Background: an optimization exercise with open tools, aiming at small area, a short achievable clock period and few clock cycles per item. Do not read the settings as production practice. The RTL was checked by simulation tests, not by an equivalence proof against the original design. Power and IR drop assume default switching activity.

## qr_rs_decoder
module qr_rs_decoder (
  input  wire         clk,
  input  wire         rst,
  input  wire         cmd_valid,
  output wire         cmd_ready,
  input  wire [7:0]   cmd_n,
  input  wire [4:0]   cmd_k,
  input  wire         in_valid,
  output wire         in_ready,
  input  wire [7:0]   in_data,
  output reg          res_valid,
  output reg  [1:0]   res_err,
  output reg  [2:0]   res_sub,
  output reg  [3:0]   res_nerr,
  output wire [119:0] res_eloc,
  output wire [119:0] res_emag
);
Size in the first run: about 14,000 cells after synthesis, roughly 1,800 flip-flops, ~280 I/O pins, roughly 120,000 sq um of cells after synthesis.
clock: 12.0 ns
lec_check: 0
cap_margin: 20
core_margin: 2
core_utilization: 45
cts_cluster_diameter: 80
cts_cluster_size: 20
place_density: 0.65
slew_margin: 20
standard.sh (not shown) runs the stock make flow with config.mk's settings and CLKGATE_MAP_FILE= SYNTH_SCRIPT=/design/flow/synth_recipe.tcl, a recipe that flattens the netlist after the stock synthesis.
==> flow/flow/run.sh <==
#!/bin/bash
# The standard layout (standard.sh: the ORFS flow, synthesis unchanged), with
#  - port buffers of buf_4 rather than the resizer's weakest buffer, and
#  - timing repair (after CTS and after global routing) aiming for 8.5 ns of
#    setup slack, i.e. a 3.5 ns register-to-register delay.
# Each tool writes its full log under orfs/logs; the make output goes to standard.log.
set -euo pipefail
export BUFFER_PORTS_ARGS="-buffer_cell sky130_fd_sc_hd__buf_4"
export SETUP_SLACK_MARGIN=8.5
bash standard.sh > standard.log 2>&1
The baseline finished with timing, DRC and antenna clean.
Testbench counts at the start, summed over its fixed seeds: cycles 23,061, blocks 240.
Change:
--- a/flow/design.v
+++ b/flow/design.v
@@ -420,14 +420,13 @@
       res_valid <= (s3_take && kind2 != K_CHIEN) || emit;
       emit      <= (cs == C_FL1);
       a3v       <= c3_go;
       b3v       <= a3v;
       case (cs)
         C_IDLE: if (s3_load) cs <= C_RUN;
-        C_RUN:  if (pos == 8'd0 || rcnt_n == {1'b0, degs} ||
-                    (pos < 8'd16 && {1'b0, rcnt_n} + {2'b00, pos[3:0]} < {2'b00, degs})) cs <= C_FL1;
+        C_RUN:  if (pos == 8'd0 || rcnt_n == {1'b0, degs}) cs <= C_FL1;
         C_FL1:  cs <= C_FL2;
         C_FL2:  cs <= s3_load ? C_RUN : C_IDLE;
       endcase
     end
   end
   always @(posedge clk) begin
=> The changed run finished clean; via count drops slightly; total power goes up by a few percent; final area hardly moves; worst setup slack gets better by 0.20 ns; global-route usage rises by 1.4 points; hold slack gains 0.0043 ns; clock skew goes up by 0.016 ns; flip-flop and latch count does not change; non-clock buffer count grows by 77.
Testbench counts after the change, summed over its fixed seeds: cycles 23,168, blocks 240.

--- another note on this design; it stands on its own ---

// qr_rs_decoder
module qr_rs_decoder (
  input  wire         clk,
  input  wire         rst,
  input  wire         cmd_valid,
  output wire         cmd_ready,
  input  wire [7:0]   cmd_n,
  input  wire [4:0]   cmd_k,
  input  wire         in_valid,
  output wire         in_ready,
  input  wire [7:0]   in_data,
  output reg          res_valid,
  output reg  [1:0]   res_err,
  output reg  [2:0]   res_sub,
  output reg  [3:0]   res_nerr,
  output wire [119:0] res_eloc,
  output wire [119:0] res_emag
);
Settings: LEC_CHECK=0, CAP_MARGIN=50, CORE_MARGIN=2, CORE_UTILIZATION=50, CTS_CLUSTER_DIAMETER=60, CTS_CLUSTER_SIZE=20, PLACE_DENSITY=0.7, SLEW_MARGIN=70; clock period 12.0 ns.
standard.sh (not shown) runs the stock make flow with config.mk's settings and CLKGATE_MAP_FILE= SYNTH_SCRIPT=/design/flow/synth_recipe.tcl, a recipe that flattens the netlist after the stock synthesis.
==> flow/flow/run.sh <==
#!/bin/bash
# The standard layout (standard.sh: the ORFS flow, synthesis unchanged), with
#  - port buffers of buf_4 rather than the resizer's weakest buffer, and
#  - timing repair (after CTS and after global routing) aiming for 8.5 ns of
#    setup slack, i.e. a 3.5 ns register-to-register delay.
# Each tool writes its full log under orfs/logs; the make output goes to standard.log.
set -euo pipefail
export BUFFER_PORTS_ARGS="-buffer_cell sky130_fd_sc_hd__buf_4"
export SETUP_SLACK_MARGIN=8.5
bash standard.sh > standard.log 2>&1
The starting point completed with no timing, DRC or antenna violations.
Testbench counts at the start, summed over its fixed seeds: cycles 23,168, blocks 240.
Then changed:
- CAP_MARGIN: 50 -> 30
- CORE_UTILIZATION: 50 -> 45
- CTS_CLUSTER_DIAMETER: 60 -> 80
- PLACE_DENSITY: 0.7 -> 0.65
- SLEW_MARGIN: 70 -> 40
- The changed run finished clean
- sequential share of layout area climbs by 2.0 points
- setup slack is better by 34 ps
- synthesized area does not change
- first-iteration DRC count grows by 3.4%
- synthesized cell count is unchanged
Then changed:
- CAP_MARGIN: 30 -> 50
- SLEW_MARGIN: 40 -> 70
=> The new run finished clean. Synthesized area does not change. Fmax goes down by 0.56%. Cell area came out higher by 6.4%. Final cell count increases by 3.3%. Via count is higher by 2.6%. Global-route usage goes up by 0.46 points.

==> re-timing with driven ports <==
No port has a modelled driver above. Below, the same layouts with a new extraction and two added sets of constraints. Step 1: set_driving_cell puts a clkbuf_16 on clk and a buf_2 on each other input, an assumption about the parent block. Step 2, shift: input delay + t, output delay - t, t = (earliest + latest rising clock arrival at the registers) / 2. This alone moves slack from input paths to output paths. Slacks: ideal ports / drivers / drivers and shift; pairs: ideal ports / drivers.
run | t, ns | setup WS [ns] | worst setup path after step 2 | latest minus earliest clock arrival (ns) | pins driven straight from the clock port
the first run of note 1 | 0.956 | 7.959 / 7.959 / 7.959 | register to register | 0.071 / 0.071 | 1
the second run of note 1 | 0.960 | 8.155 / 8.042 / 8.228 | input to register | 0.075 / 0.075 | 1
the first run of note 2 | 0.975 | 8.125 / 8.019 / 8.133 | input to register | 0.123 / 0.123 | 1
the second run of note 2 | 0.948 | 8.159 / 8.052 / 8.227 | input to register | 0.116 / 0.116 | 1
the third run of note 2 | 0.963 | 8.137 / 8.027 / 8.240 | input to register | 0.119 / 0.118 | 1
After both steps every run listed still meets setup and hold.
